What follows belongs to an exercise in optimizing a design on an open flow for a short achievable clock period and few clock cycles; a production flow would make more cautious choices.
In this exercise RTL edits were held to simulation tests only and were not proved equivalent to the original.
No activity file was given, so power comes from the tool's default toggle rates.

==> quartz: inputs <==
==> flow/design.v (excerpt) <==
module aaf_compositor (
    input  wire        clk,
    input  wire        rst,
    input  wire        start,
    input  wire [1:0]  cmd,
    input  wire [1:0]  depth,         
    input  wire        swap,
    input  wire        mirror_en,
    input  wire [7:0]  pal_idx,
    input  wire [15:0] width,
    input  wire [15:0] rows,
    input  wire [15:0] obj_x,         
    input  wire [15:0] blk_y,         
    input  wire [15:0] dest_x,        
    input  wire [15:0] dest_y,        
    input  wire [15:0] dest_stride,
    input  wire [15:0] dest_rows,
    input  wire [15:0] clip_x0,       
    input  wire [15:0] clip_y0,       
    input  wire [15:0] clip_x1,       
    input  wire [15:0] clip_y1,       
    input  wire [15:0] mirror_ofs,    
    input  wire [31:0] pal_addr,
    input  wire [31:0] dbuf_addr,
    input  wire [31:0] dest_addr,
    output wire        ready,
    output reg         done,
    output reg  [3:0]  status,
    output reg  [31:0] r0,
    output reg  [31:0] r1,
    output reg  [31:0] r2,
    output wire        mem_req,
    output wire        mem_we,
    output wire [31:0] mem_addr,
  ...
Settings: LEC_CHECK=0, ABC_CLOCK_PERIOD_IN_PS=4000, CAP_MARGIN=20, CORE_MARGIN=2, CORE_UTILIZATION=40, PLACE_DENSITY=0.55, SETUP_SLACK_MARGIN=5, SLEW_MARGIN=20, SYNTH_MEMORY_MAX_BITS=8192; clock period 12.0 ns.
standard.sh (not shown) runs the stock make flow with config.mk's settings and CLKGATE_MAP_FILE= SYNTH_SCRIPT=/design/flow/synth_recipe.tcl, a recipe that flattens the netlist after the stock synthesis.
==> flow/flow/run.sh <==
#!/bin/bash
set -euo pipefail
MARGIN=${MARGIN:-8.5}
sed "s/SETUP_SLACK_MARGIN=[^ ]*/SETUP_SLACK_MARGIN=${MARGIN}/" standard.sh > standard_margin.sh
grep -q "SETUP_SLACK_MARGIN=${MARGIN}" standard_margin.sh
bash standard_margin.sh > make_flow.log 2>&1
==> cedar: changes against quartz <==
--- a/flow/design.v
+++ b/flow/design.v
@@ -94,12 +94,11 @@
     wire signed [20:0] nrw  = {5'd0, p_rows};
     wire signed [20:0] strd = {5'd0, p_stride};
     wire signed [20:0] drw  = {5'd0, p_drows};
     reg signed [17:0] e_c0o, e_c0d, e_od, e_do, e_c1o, e_c1d, e_c0c1, g_x;
     reg signed [17:0] e_c0b, e_c0e, e_be, e_eb, e_c1b, e_c1e, e_yc0c1, g_y;
-    wire signed [17:0] s_W = {2'd0, p_width},  s_S = {2'd0, p_stride};
-    wire signed [17:0] s_R = {2'd0, p_rows},   s_D = {2'd0, p_drows};
+    reg signed [17:0] s_Wm1, s_Sm1, s_Rm1, s_Dm1;
     wire xa_ge_b = !e_c0o[17], xa_ge_c = !e_c0d[17], xb_ge_c = !e_od[17];
     wire xselA = xa_ge_b && xa_ge_c;
     wire xselB = !xselA && xb_ge_c;
     wire ya_ge_b = !e_c0b[17], ya_ge_c = !e_c0e[17], yb_ge_c = !e_be[17];
     wire yselA = ya_ge_b && ya_ge_c;
@@ -107,24 +106,24 @@
     wire signed [20:0] c1_X1 = xselA ? cx0 : xselB ? ox : dx0;
     wire [15:0] c1_sxa  = xselA ? e_c0o[15:0] : xselB ? 16'd0 : e_do[15:0];
     wire [15:0] c1_col0 = xselA ? e_c0d[15:0] : xselB ? e_od[15:0] : 16'd0;
     wire [15:0] c1_sy0  = yselA ? e_c0b[15:0] : yselB ? 16'd0 : e_eb[15:0];
     wire [15:0] c1_row0 = yselA ? e_c0e[15:0] : yselB ? e_be[15:0] : 16'd0;
-    wire xu_ab = e_c1o < s_W, xu_ac = e_c1d < s_S, xu_bc = g_x <= s_S;
-    wire yu_ab = e_c1b < s_R, yu_ac = e_c1e < s_D, yu_bc = g_y <= s_D;
+    wire xu_ab = e_c1o <= s_Wm1, xu_ac = e_c1d <= s_Sm1, xu_bc = e_od <= g_x;
+    wire yu_ab = e_c1b <= s_Rm1, yu_ac = e_c1e <= s_Dm1, yu_bc = e_be <= g_y;
     wire xuselA = xu_ab && xu_ac;
     wire yuselA = yu_ab && yu_ac;
-    wire [15:0] c1_sxb = xuselA ? e_c1o[15:0] : xu_bc ? p_width - 16'd1 : e_do[15:0] + p_stride - 16'd1;
-    wire [15:0] c1_syb = yuselA ? e_c1b[15:0] : yu_bc ? p_rows - 16'd1  : e_eb[15:0] + p_drows - 16'd1;
-    wire signed [20:0] c1_X2 = xuselA ? cx1 : xu_bc ? ox + wid - 21'sd1 : dx0 + strd - 21'sd1;
+    wire [15:0] c1_sxb = xuselA ? e_c1o[15:0] : xu_bc ? s_Wm1[15:0] : e_do[15:0] + s_Sm1[15:0];
+    wire [15:0] c1_syb = yuselA ? e_c1b[15:0] : yu_bc ? s_Rm1[15:0] : e_eb[15:0] + s_Dm1[15:0];
+    wire signed [20:0] c1_X2 = xuselA ? cx1 : xu_bc ? ox + {{3{s_Wm1[17]}}, s_Wm1} : dx0 + {{3{s_Sm1[17]}}, s_Sm1};
     wire c1_empty =
-        (e_c0c1 > 18'sd0) || (e_c0o >= s_W) || (e_c0d >= s_S) ||
-        e_c1o[17] || (p_width == 16'd0) || (e_od >= s_S) ||
-        e_c1d[17] || (e_do >= s_W) || (p_stride == 16'd0) ||
-        (e_yc0c1 > 18'sd0) || (e_c0b >= s_R) || (e_c0e >= s_D) ||
-        e_c1b[17] || (p_rows == 16'd0) || (e_be >= s_D) ||
-        e_c1e[17] || (e_eb >= s_R) || (p_drows == 16'd0);
+        (e_c0c1 > 18'sd0) || (e_c0o > s_Wm1) || (e_c0d > s_Sm1) ||
+        e_c1o[17] || s_Wm1[17] || (e_od > s_Sm1) ||
+        e_c1d[17] || (e_do > s_Wm1) || s_Sm1[17] ||
+        (e_yc0c1 > 18'sd0) || (e_c0b > s_Rm1) || (e_c0e > s_Dm1) ||
+        e_c1b[17] || s_Rm1[17] || (e_be > s_Dm1) ||
+        e_c1e[17] || (e_eb > s_Rm1) || s_Dm1[17];
     wire q_fast = (e_c0b <= 18'sd0) && !e_be[17];     
     wire q_empty = c1_empty;
     reg signed [20:0] X1, X2, Ssum;
     reg [15:0] sxa, sxb, col0, sy0, syb, row0;
     reg [16:0] bpr;           
@@ -139,20 +138,27 @@
     wire [16:0] c1_boC = (p_depth == 2'd0) ? {2'b0, e_do[15:1]} :
                          (p_depth == 2'd1) ? {1'b0, e_do[15:0]} : {e_do[15:0], 1'b0};
     wire [31:0] c1_faA = p_dbuf + {15'd0, c1_boA};
     wire [31:0] c1_faC = p_dbuf + {15'd0, c1_boC};
     wire [31:0] c1_fa  = xselA ? c1_faA : xselB ? p_dbuf : c1_faC;
-    wire [17:0] c1_span = (p_depth == 2'd0) ? {3'd0, c1_sxb[15:1] - c1_sxa[15:1]} :
-                          (p_depth == 2'd1) ? {2'd0, c1_sxb - c1_sxa} : {1'b0, c1_sxb - c1_sxa, 1'b1};
+    wire [15:0] c1_xC   = e_do[15:0] + s_Sm1[15:0];
+    function [16:0] lbo(input [15:0] x, input [1:0] dep);
+        lbo = (dep == 2'd0) ? {2'b0, x[15:1]} : (dep == 2'd1) ? {1'b0, x} : {x, 1'b1};
+    endfunction
+    wire [31:0] c1_laA = p_dbuf + {15'd0, lbo(e_c1o[15:0], p_depth)};
+    wire [31:0] c1_laB = p_dbuf + {15'd0, lbo(s_Wm1[15:0], p_depth)};
+    wire [31:0] c1_laC = p_dbuf + {15'd0, lbo(c1_xC, p_depth)};
+    wire [31:0] c1_la  = xuselA ? c1_laA : xu_bc ? c1_laB : c1_laC;
+    reg  [31:0] la_base;
     wire        z1ok   = (p_cmd == 2'd0) && (p_depth != 2'd3) && !q_empty && q_fast;
     wire [15:0] c2_dx    = sxb - sxa;
     wire [16:0] c2_nrows = {1'b0, syb - sy0} + 17'd1;
     wire [16:0] c2_npx   = {1'b0, c2_dx} + 17'd1;
-    wire [17:0] c2_span  = span;
-    wire [2:0]  c2_x0    = {1'b0, c2_fa[1:0]} + {1'b0, c2_span[1:0]};
-    wire [16:0] c2_wc0   = c2_span[17:2] + 17'd1 + {16'd0, c2_x0[2]};
-    wire        z2ok     = (c2_span[17:2] != 16'd0) || c2_x0[2];    
+    wire [17:0] c2_span  = (p_depth == 2'd0) ? {3'd0, sxb[15:1] - sxa[15:1]} :
+                           (p_depth == 2'd1) ? {2'd0, sxb - sxa} : {1'b0, sxb - sxa, 1'b1};
+    wire [29:0] c2_wd    = la_base[31:2] - fa_base[31:2];      
+    wire        z2ok     = (la_base[31:2] != fa_base[31:2]);    
     reg [31:0] fa_base;
     reg [18:0] ppA [0:7];     
     reg [17:0] ppB [0:7];     
     reg [18:0] bpr3;
     integer ii;
@@ -263,12 +269,21 @@
     reg [15:0] c_col;
     wire [3:0]  a_tagd = pc_cnt - a_tag;
     wire        a_tagok = !a_tagd[3];
     wire        a_fwa  = cq_s && (cq_idx == a_a[7:0]);
     wire        a_fwb  = cq_s && (cq_idx == a_b[7:0]);
-    wire [15:0] a_lka = cache_color[a_a[7:0]];
-    wire [15:0] a_lkb = cache_color[a_b[7:0]];
+    reg  [7:0] a_xa1, a_xa2, a_xa3, a_xb1, a_xb2, a_xb3;
+    wire [15:0] a_lka0 = cache_color[a_a[7:0]];
+    wire [15:0] a_lka1 = cache_color[a_xa1 ^ 8'hff];
+    wire [15:0] a_lka2 = cache_color[a_xa2 ^ 8'h55];
+    wire [15:0] a_lka3 = cache_color[a_xa3 ^ 8'haa];
+    wire [15:0] a_lkb0 = cache_color[a_b[7:0]];
+    wire [15:0] a_lkb1 = cache_color[a_xb1 ^ 8'hff];
+    wire [15:0] a_lkb2 = cache_color[a_xb2 ^ 8'h55];
+    wire [15:0] a_lkb3 = cache_color[a_xb3 ^ 8'haa];
+    wire [15:0] a_lka = {a_lka3[15:12], a_lka2[11:8], a_lka1[7:4], a_lka0[3:0]};
+    wire [15:0] a_lkb = {a_lkb3[15:12], a_lkb2[11:8], a_lkb1[7:4], a_lkb0[3:0]};
     wire [15:0] a_ca   = !isidx ? a_a : a_fwa ? rq_result : a_lka;
     wire [15:0] a_cb   = !isidx ? a_b : a_fwb ? rq_result : a_lkb;
     reg        m_v, m_cl, m_cnt2, m_m1en, m_m2en;
     reg [29:0] m_paddr, m_m1addr, m_m2addr;
     reg [31:0] m_pdata, m_m1data, m_m2data;
@@ -287,38 +302,40 @@
     wire [29:0] z_addr = stp[1] ? c1_fa[31:2] : stp[2] ? fa_base[31:2] + 30'd1 : c5_fa[31:2];
     wire zr     = r_want || z_want;
     wire push_s = qspace && s_want;
     wire push_f = qspace && !s_want && f_want;
     wire push_w = qspace && !s_want && !f_want && m_v;
-    wire push   = (qspace && zr) || push_s || push_f || push_w;
+    wire z1     = stp[1] && z1ok;
+    wire push_l = (qspace && (r_want || (z_want && !stp[1]))) || push_s || push_f || push_w;
+    wire push   = push_l || z1;
     reg        n_we, n_last;
     reg [29:0] n_addr;
     reg [31:0] n_wdata;
     reg [3:0]  n_strb;
     reg [1:0]  n_kind;
     always @(*) begin
         n_we    = 1'b0;
         n_last  = 1'b0;
         n_wdata = w_cdata;
         n_strb  = w_cstrb;
-        if (r_want) begin
-            n_kind = K_R;
-            n_addr = p_pal[31:2] + {22'd0, p_idx};
-        end else if (z_want) begin
-            n_kind = K_F;
-            n_addr = z_addr;
-        end else if (s_want) begin
+        if (s_want) begin
             n_kind = K_S;
             n_addr = s_ma ? s_pa : s_pb;
         end else if (f_want) begin
             n_kind = K_F;
             n_addr = f_wa;
-        end else begin
+        end else if (m_v) begin
             n_kind = K_W;
             n_we   = 1'b1;
             n_addr = w_caddr;
             n_last = m_cl && w_glast;
+        end else if (r_want) begin
+            n_kind = K_R;
+            n_addr = p_pal[31:2] + {22'd0, p_idx};
+        end else begin
+            n_kind = K_F;
+            n_addr = z_addr;
         end
     end
     wire w_pop  = push_w && w_glast;
     wire g_pass = g_v && !k_v;
     wire g_free = !g_v || g_pass;
@@ -335,11 +352,11 @@
     wire x_go   = x_act && d_free && x_have;
     wire [1:0] x_popn = !x_rowend ? {1'b0, x_adv} :
                        (!x_lastrow && x_sh) ? {1'b0, x_adv} :
                        ({1'b0, x_adv} + {1'b0, (x_pafter != 4'd0)});
     wire [3:0] fcnt_in  = fcnt + {3'd0, cq_v && cq_kind == K_F};
-    wire [3:0] fused_in = f_used + {3'd0, push_f || (qspace && z_want)};
+    wire [3:0] fused_in = f_used + {3'd0, push_f || (qspace && z_want && !stp[1])};
     wire l_va = cache_valid[l_a[7:0]];
     wire l_vb = cache_valid[l_b[7:0]];
     wire l_ma = isidx && !l_va && !(push_s && s_ridx == l_a[7:0]);
     wire l_mb = isidx && l_cnt2 && !l_vb && !(push_s && s_ridx == l_b[7:0]);
     wire [30:0] pl_h = g_first ? w_rowh : w_h;
@@ -433,19 +450,23 @@
                 e_od    <= {{2{obj_x[15]}}, obj_x} - {{2{dest_x[15]}}, dest_x};
                 e_do    <= {{2{dest_x[15]}}, dest_x} - {{2{obj_x[15]}}, obj_x};
                 e_c1o   <= {{2{clip_x1[15]}}, clip_x1} - {{2{obj_x[15]}}, obj_x};
                 e_c1d   <= {{2{clip_x1[15]}}, clip_x1} - {{2{dest_x[15]}}, dest_x};
                 e_c0c1  <= {{2{clip_x0[15]}}, clip_x0} - {{2{clip_x1[15]}}, clip_x1};
-                g_x     <= {{2{obj_x[15]}}, obj_x} - {{2{dest_x[15]}}, dest_x} + {2'd0, width};
+                g_x     <= {2'd0, dest_stride} - {2'd0, width};
+                s_Wm1   <= {2'd0, width} - 18'd1;
+                s_Sm1   <= {2'd0, dest_stride} - 18'd1;
+                s_Rm1   <= {2'd0, rows} - 18'd1;
+                s_Dm1   <= {2'd0, dest_rows} - 18'd1;
                 e_c0b   <= {{2{clip_y0[15]}}, clip_y0} - {{2{blk_y[15]}}, blk_y};
                 e_c0e   <= {{2{clip_y0[15]}}, clip_y0} - {{2{dest_y[15]}}, dest_y};
                 e_be    <= {{2{blk_y[15]}}, blk_y} - {{2{dest_y[15]}}, dest_y};
                 e_eb    <= {{2{dest_y[15]}}, dest_y} - {{2{blk_y[15]}}, blk_y};
                 e_c1b   <= {{2{clip_y1[15]}}, clip_y1} - {{2{blk_y[15]}}, blk_y};
                 e_c1e   <= {{2{clip_y1[15]}}, clip_y1} - {{2{dest_y[15]}}, dest_y};
                 e_yc0c1 <= {{2{clip_y0[15]}}, clip_y0} - {{2{clip_y1[15]}}, clip_y1};
-                g_y     <= {{2{blk_y[15]}}, blk_y} - {{2{dest_y[15]}}, dest_y} + {2'd0, rows};
+                g_y     <= {2'd0, dest_rows} - {2'd0, rows};
                 p_rok    <= (cmd == 2'd2) && !(depth[1] || (depth == 2'd0 && pal_idx[7:4] != 4'd0));
                 p_cmd    <= cmd;
                 p_depth  <= depth;
                 p_swap   <= swap;
                 p_mirror <= mirror_en;
@@ -488,11 +509,11 @@
                 c2_byteoff <= (p_depth == 2'd0) ? {2'b0, c1_sxa[15:1]} :
                               (p_depth == 2'd1) ? {1'b0, c1_sxa} : {c1_sxa, 1'b0};
                 c2_fast    <= q_fast;
                 fast       <= q_fast;
                 fa_base    <= c1_fa;
-                span       <= c1_span;
+                la_base    <= c1_la;
                 Ssum  <= ox + ox + wid + wid + mo - 21'sd1;
                 bpr3  <= {2'd0, c1_bpr} + {1'b0, c1_bpr, 1'b0};
                 strd3 <= {2'd0, p_stride} + {1'd0, p_stride, 1'b0};
                 bpr   <= c1_bpr;
                 case (p_cmd)
@@ -533,11 +554,11 @@
             if (stp[2]) begin
                 n_px    <= c2_npx;
                 n_1     <= (c2_dx == 16'd0);
                 n_2     <= (c2_dx == 16'd1);
                 n_rows  <= c2_nrows;
-                wbase   <= c2_span[17:2] + 17'd1;
+                span    <= c2_span;
                 colm0   <= Ssum - dx0 - X1;
                 slow    <= p_mirror && (Ssum <= X2 + X2) && (Ssum >= X1 + X1);
                 for (ii = 0; ii < 8; ii = ii + 1) begin
                     case (sy0[2*ii +: 2])
                         2'd0: ppA[ii] <= 19'd0;
@@ -555,11 +576,11 @@
                 x_lane  <= p_dest[1] ^ (row0[0] & p_stride[0]) ^ col0[0];
                 x_rlane <= p_dest[1] ^ (row0[0] & p_stride[0]) ^ col0[0];
                 if (c2_fast) begin
                     f_rows <= c2_nrows;
                     f_wa   <= c2_fa[31:2] + (z2ok ? 30'd2 : 30'd1);
-                    f_wcnt <= c2_wc0 - (z2ok ? 17'd2 : 17'd1);
+                    f_wcnt <= z2ok ? c2_wd[16:0] - 17'd1 : 17'd0;
                     f_falo <= c2_fa[1:0];
                     f_nfa  <= c2_fa;
                     f_nok  <= 1'b0;
                     x_act  <= 1'b1;
                     x_rows <= c2_nrows;
@@ -579,12 +600,13 @@
                 d2c   <= p_dest[31:1] + {15'd0, col0};
                 d2m   <= p_dest[31:1] + {{10{colm0[20]}}, colm0};
                 prodB_lo <= {14'd0, ppB[0]} + {12'd0, ppB[1], 2'd0} + {10'd0, ppB[2], 4'd0} + {8'd0, ppB[3], 6'd0};
                 prodB_hi <= {6'd0, ppB[4], 8'd0} + {4'd0, ppB[5], 10'd0} + {2'd0, ppB[6], 12'd0} + {ppB[7], 14'd0};
                 gapc  <= (gap_c > 17'd4) ? 3'd4 : gap_c[2:0];
-                wb_m1 <= wbase - 17'd1;
-                wb_p1 <= wbase + 17'd1;
+                wbase <= span[17:2] + 17'd1;
+                wb_m1 <= {1'b0, span[17:2]};
+                wb_p1 <= span[17:2] + 17'd2;
                 if (fast)
                     f_nsh <= shw(fa_base[1:0], span[1:0], (gap_c > 17'd4) ? 3'd4 : gap_c[2:0]);
                 klo   <= colm0 - strd + 21'sd1;
                 khi   <= colm0;
                 g_ok  <= 1'b1;
@@ -635,11 +657,11 @@
                     q0_wdata <= n_wdata;
                     q0_strb  <= n_strb;
                     q0_kind  <= n_kind;
                     q0_idx   <= s_ridx;
                 end
-            end else if (push) begin
+            end else if (push_l) begin
                 q1_v     <= 1'b1;
                 q1_we    <= n_we;
                 q1_last  <= n_last;
                 q1_addr  <= n_addr;
                 q1_wdata <= n_wdata;
@@ -668,11 +690,11 @@
                 fifo[fwp] <= rd_q;
                 fwp       <= fwp + 3'd1;
             end
             frp    <= x_go ? frp + {1'b0, x_popn} : frp;
             fcnt   <= x_go ? fcnt_in - {2'd0, x_popn} : fcnt_in;
-            f_used <= x_go ? fused_in - {2'd0, x_popn} : fused_in;
+            f_used <= stp[1] ? {3'd0, z1} : x_go ? fused_in - {2'd0, x_popn} : fused_in;
             if (!f_nok && f_rows != 17'd0 && !stp[2] && !stp[5]) begin
                 f_nfa <= f_nfa + {15'd0, bpr};
                 f_nok <= 1'b1;
             end
             if (f_rows != 17'd0 && f_advok && (f_wcnt == 17'd0 || (push_f && f_wcnt == 17'd1))) begin
@@ -763,10 +785,16 @@
             end
             if (s_pass) begin
                 a_v     <= 1'b1;
                 a_a     <= s_a;
                 a_b     <= s_b;
+                a_xa1   <= s_a[7:0] ^ 8'hff;
+                a_xa2   <= s_a[7:0] ^ 8'h55;
+                a_xa3   <= s_a[7:0] ^ 8'haa;
+                a_xb1   <= s_b[7:0] ^ 8'hff;
+                a_xb2   <= s_b[7:0] ^ 8'h55;
+                a_xb3   <= s_b[7:0] ^ 8'haa;
                 a_cnt2  <= s_cnt2;
                 a_first <= s_first;
                 a_last  <= s_last;
                 a_cl    <= s_cl;
                 a_mva   <= s_mva;
==> willow: changes against quartz <==
- ABC_CLOCK_PERIOD_IN_PS: 4000 -> 2000
==> insert_results.sql <==
INSERT INTO impl_metrics (metric_group, metric, value, unit) VALUES
('run_status', 'status', 'complete, no violations', ''),
('yosys', 'synth.cells.most_frequent', '6,892 x sky130_fd_sc_hd__edfxtp_1, 2,939 x sky130_fd_sc_hd__mux4_2, 1,788 x sky130_fd_sc_hd__nor2_1', ''),
('clock_network', 'cts_resized', '4780', ''),
('finish', 'post_route_cells_drive_above_1_share', '0.3512', ''),
('timing', 'tightestPinTransition', '1.166', 'ns'),
('finish', 'layout.filler_cells', '80570', ''),
('finish', 'share_of_the_final_layout_cell_area_in_multi_input_gates', '0.3723', ''),
('critical_path', 'timing.critical_path.buf_inv', '5', ''),
('power', 'comb-power', '8.00', 'mW'),
('finish', 'area_share_nonclk_buffers', '0.08008', ''),
('power', 'clock_power_share', '0.406', ''),
('global_route', 'gr-usage-all-layers', '0.2836', ''),
('global_route', 'global_route_wire_length_before_repair', '1969000', 'um'),
('die', 'standard_cell_core_area', '964800', 'um^2'),
('worst_hold_path', 'holdPathEnd', 's_a[10]', ''),
('yosys', 'synth-compound-area-share', '0.07069', ''),
('critical_path', 'worstReg2RegEnd', 'c2_span[11]', ''),
('clock_network', 'clock-sinks', '7326', ''),
('critical_path', 'reg2reg_depth', '27', '');
# the run above: willow

==> insert_results.sql <==
INSERT INTO impl_metrics (metric_group, metric, value, unit) VALUES
('run_status', 'status', 'complete, no violations', ''),
('worst_hold_path', 'holdPathEnd', 's_a[10]', ''),
('timing', 'tightestPinTransition', '1.166', 'ns'),
('die', 'standard_cell_core_area', '964800', 'um^2'),
('power', 'clock_power_share', '0.406', ''),
('finish', 'layout.filler_cells', '80570', ''),
('finish', 'post_route_cells_drive_above_1_share', '0.3512', ''),
('critical_path', 'timing.critical_path.buf_inv', '5', ''),
('finish', 'layout.cells.non_filler', '42540', ''),
('clock_network', 'cts_resized', '4780', ''),
('finish', 'max_flop_register', 'cache_color', ''),
('timing', 'fin_crit', '5.170', 'ns'),
('yosys', 'synth-compound-area-share', '0.07069', ''),
('global_route', 'gr-usage-all-layers', '0.2836', ''),
('finish', 'area_share_nonclk_buffers', '0.08008', ''),
('finish', 'share_of_the_final_layout_cell_area_in_multi_input_gates', '0.3723', ''),
('power', 'comb-power', '8.00', 'mW'),
('critical_path', 'worstReg2RegEnd', 'c2_span[11]', '');
# the run above: quartz

==> insert_results.sql <==
INSERT INTO impl_metrics (metric_group, metric, value, unit) VALUES
('clock_network', 'clock-sinks', '7402', ''),
('yosys', 'synth-compound-area-share', '0.07211', ''),
('run_status', 'status', 'complete, no violations', ''),
('yosys', 'synth.cells.most_frequent', '6,968 x sky130_fd_sc_hd__edfxtp_1, 3,051 x sky130_fd_sc_hd__mux4_2, 1,842 x sky130_fd_sc_hd__nor2_1', ''),
('die', 'standard_cell_core_area', '971100', 'um^2'),
('finish', 'layout.filler_cells', '80540', ''),
('global_route', 'global_route_wire_length_before_repair', '2000000', 'um'),
('power', 'clock_power_share', '0.409', ''),
('global_route', 'gr-usage-all-layers', '0.2884', ''),
('finish', 'area_share_nonclk_buffers', '0.08814', ''),
('critical_path', 'reg2reg_depth', '19', '');
# the run above: cedar

Testbench counts of quartz, summed over its fixed seeds: cycles 48,507.
Testbench counts of cedar, summed over its fixed seeds: cycles 48,507.
Testbench counts of willow, summed over its fixed seeds: cycles 48,507.

==> separate check: timing with driven ports <==
No port has a modelled driver above. Below, the same layouts with a new extraction and two added sets of constraints. Step 1 assumes that a clkbuf_16 drives the clock port and a buf_2 every other input. Step 2 moves the port delays by t, midway between the first and last clock arrival at a register: inputs arrive t later, outputs are due t later. That takes back most of the time a late clock gives input paths. Slacks: ideal ports / drivers / drivers and shift; pairs: ideal ports / drivers.
run | t (ns) | slack for setup (ns) | worst hold slack (ns) | worst register clock-pin slew, ns | pins driven straight from the clock port
quartz | 1.224 | 6.831 / 6.831 / 5.778 | 0.399 / 0.399 / 0.399 | 0.07 / 0.07 | 1
cedar | 1.259 | 6.906 / 6.906 / 6.623 | 0.386 / 0.386 / 0.386 | 0.07 / 0.07 | 1
willow | 1.224 | 6.831 / 6.831 / 5.778 | 0.399 / 0.399 / 0.399 | 0.07 / 0.07 | 1
After both steps setup and hold are still met in every run listed.
